This design comes from an exercise in tuning for small area on the open sky130 flow, not from production work. Only simulation tests tie the RTL to the original design; equivalence was not proved. Power figures rest on the tool's default switching activity, not on a simulated workload.

Design hw2core, start of the top module:
module hw2core (
    input  wire        clk,
    input  wire        rst,      
    input  wire        start,
    input  wire [2:0]  op,
    input  wire [31:0] a,
    input  wire [31:0] b,
    output wire        busy,
    output wire        done,
    output wire [31:0] r0,
    output wire [31:0] r1
);
Size in the first run: roughly 940 cells after synthesis, about 8100 sq um of cells after synthesis.
Settings: LEC_CHECK=0, CAP_MARGIN=5, CORE_MARGIN=2, CORE_UTILIZATION=50, CTS_BUF_LIST=sky130_fd_sc_hd__clkbuf_8, SLEW_MARGIN=5; clock period 10.0 ns.
standard.sh (not shown) runs the stock make flow with config.mk's settings and CLKGATE_MAP_FILE= SYNTH_SCRIPT=/design/flow/synth_recipe.tcl, a recipe that flattens the netlist after the stock synthesis.
==> flow/flow/run.sh <==
#!/bin/bash
# Layout flow: the standard synthesis, then an area-oriented re-mapping of
# the combinational logic only (every flip-flop instance is kept as it is,
# same name, same cell). Several ABC area scripts are tried and the smallest
# netlist is kept; this is repeated on its own result until two rounds in a
# row no longer shrink it. The standard ORFS layout then runs from that netlist, with the
# port buffers made from the smallest buffer cell and a lighter clock tree.
# Each tool's full output goes to a log file in this folder.
set -euo pipefail
W=$(pwd)
R=$W/orfs/results/$FLOW_PLATFORM/hw2core/base
LG=$W/orfs/logs/$FLOW_PLATFORM/hw2core/base
LIB=$FLOW_HOME/platforms/$FLOW_PLATFORM/lib/sky130_fd_sc_hd__tt_025C_1v80.lib
export BUFFER_PORTS_ARGS="-buffer_cell sky130_fd_sc_hd__buf_1"
# clock tree: clkbuf_8 buffers, no dummy balancing loads
export CTS_ARGS="-sink_clustering_enable -repair_clock_nets -buf_list sky130_fd_sc_hd__clkbuf_8 -root_buf sky130_fd_sc_hd__clkbuf_8 -sink_clustering_buffer sky130_fd_sc_hd__clkbuf_4 -dont_use_dummy_load"

bash standard.sh synth > flow_synth.log 2>&1

DU=$(grep -o -- "-dont_use [^ ]*" $LG/1_2_yosys.log | sort -u | tr '\n' ' ')
cp $R/1_2_yosys.v $W/standard_synth.v
cp $W/standard_synth.v $W/round_in.v

remap() {  # $1 = ABC script; writes $W/<name>.v and <name>.area
  local N=$(basename $1 .abc)
  cat > $W/$N.ys <<EOYS
read_liberty -ignore_miss_func $LIB
read_verilog $W/round_in.v
hierarchy -top $FLOW_TOP
blackbox sky130_fd_sc_hd__*df* sky130_fd_sc_hd__*dl* sky130_fd_sc_hd__*sdf*
select -module $FLOW_TOP t:sky130_fd_sc_hd__*df* t:sky130_fd_sc_hd__*dl*
setattr -set keep 1
select -clear
flatten
rename -hide w:*.*
opt_clean -purge
abc -liberty $LIB $DU -script $1
opt_clean -purge
hilomap -singleton -hicell sky130_fd_sc_hd__conb_1 HI -locell sky130_fd_sc_hd__conb_1 LO
splitnets
opt_clean -purge
insbuf -buf sky130_fd_sc_hd__buf_4 A X
setattr -unset keep
tee -o $W/$N.area stat -liberty $LIB
write_verilog -noattr -noexpr -nohex -nodec $W/$N.v
EOYS
  yosys -s $W/$N.ys > $W/$N.$ROUND.log 2>&1
}

GBEST=""; GA=""; STALL=0
for ROUND in 1 2 3 4 5 6 7 8; do
  for S in $W/flow/remap_s*.abc; do remap $S & done
  wait
  # &deepsyn (time-limited) runs two at a time
  for S in $W/flow/remap_d*.abc; do remap $S & done
  wait
  BEST=""; BA=""
  for S in $W/flow/remap_*.abc; do
    N=$(basename $S .abc)
    [[ -f $W/$N.area ]] || continue
    A=$(grep "Chip area" $W/$N.area | awk '{print $NF}')
    rm -f $W/$N.area
    echo "round $ROUND $N $A" >> $W/remap_areas.txt
    if [[ -z "$BA" ]] || awk -v a="$A" -v b="$BA" 'BEGIN{exit !(a<b)}'; then BEST=$N; BA=$A; fi
  done
  echo "round $ROUND best $BEST $BA" >> $W/remap_areas.txt
  cp $W/$BEST.v $W/round_in.v
  if [[ -z "$GA" ]] || awk -v a="$BA" -v b="$GA" 'BEGIN{exit !(a<b-1)}'; then
    GA=$BA; cp $W/$BEST.v $W/global_best.v; STALL=0
  else
    STALL=$((STALL+1))
    # stop after two rounds without a smaller netlist
    if [[ $STALL -ge 2 ]]; then break; fi
  fi
done
echo "kept $GA" >> $W/remap_areas.txt
cp $W/global_best.v $W/round_in.v
cp $W/round_in.v $R/1_2_yosys.v
touch $R/1_2_yosys.v

bash standard.sh finish > flow_layout.log 2>&1
Other scripts of this flow, unchanged in this note and not shown: flow/flow/remap_d1.abc, flow/flow/remap_d2.abc, flow/flow/remap_s1.abc, flow/flow/remap_s11.abc, flow/flow/remap_s13.abc, flow/flow/remap_s14.abc, flow/flow/remap_s15.abc, flow/flow/remap_s16.abc, flow/flow/remap_s17.abc, flow/flow/remap_s18.abc, flow/flow/remap_s19.abc, flow/flow/remap_s7.abc, flow/flow/remap_s8.abc, flow/flow/remap_s9.abc
Edit:
CAP_MARGIN = 20   (was 5)
GPL_TIMING_DRIVEN = 0   (was not set)
SLEW_MARGIN = 20   (was 5)
Effect:
- via count goes down slightly
- core utilization went up by 1.3 points
- non-clock buffer count went down by 3
- routed wire length increases slightly
- hold slack gets worse by 17 ps
- cell area rises by a few percent
- sequential power hardly moves
- total power increases slightly
- maximum frequency decreases slightly
- critical path depth came out higher by 2
- global-route usage is lower by 0.10 points
Edit:
GPL_TIMING_DRIVEN = not set   (was 0)
What happened: The new run passed the timing, design-rule and antenna checks. Design area fell by 2.1%. Power fell by 1.8%. Utilization fell by 1.3 points. Global-route usage rose by 0.10 points. Sequential cell count does not change. Die area is unchanged. Clock-buffer cell count is unchanged. Register-to-register slack is better by 140 ps. Hold slack is better by 17 ps.

==> port drivers added, routing unchanged <==
The results above use ideal ports. As a check the final layouts listed here were re-extracted and re-timed, cells and wires unchanged.
Step 1 assumes that a clkbuf_16 drives the clock port and a buf_2 every other input.
Step 2 moves the port delays by t, midway between the first and last clock arrival at a register: inputs arrive t later, outputs are due t later. That takes back most of the time a late clock gives input paths.
Slacks: no drivers / after step 1 / after step 2; pairs: no drivers / after step 1.
| run | shift t [ns] | setup slack, ns | worst setup path after step 2 | clock arrival spread, ns | worst slew at a driven data input, ns |
|---|---|---|---|---|---|
| the first run | 0.491 | 0.760 / 0.760 / 0.760 | register to register | 0.021 / 0.022 | 0.06 |
| the second run | 0.476 | 0.619 / 0.619 / 0.619 | register to register | 0.027 / 0.027 | 0.05 |
| the third run | 0.491 | 0.760 / 0.760 / 0.760 | register to register | 0.021 / 0.022 | 0.06 |
After both steps every run listed still meets setup and hold.
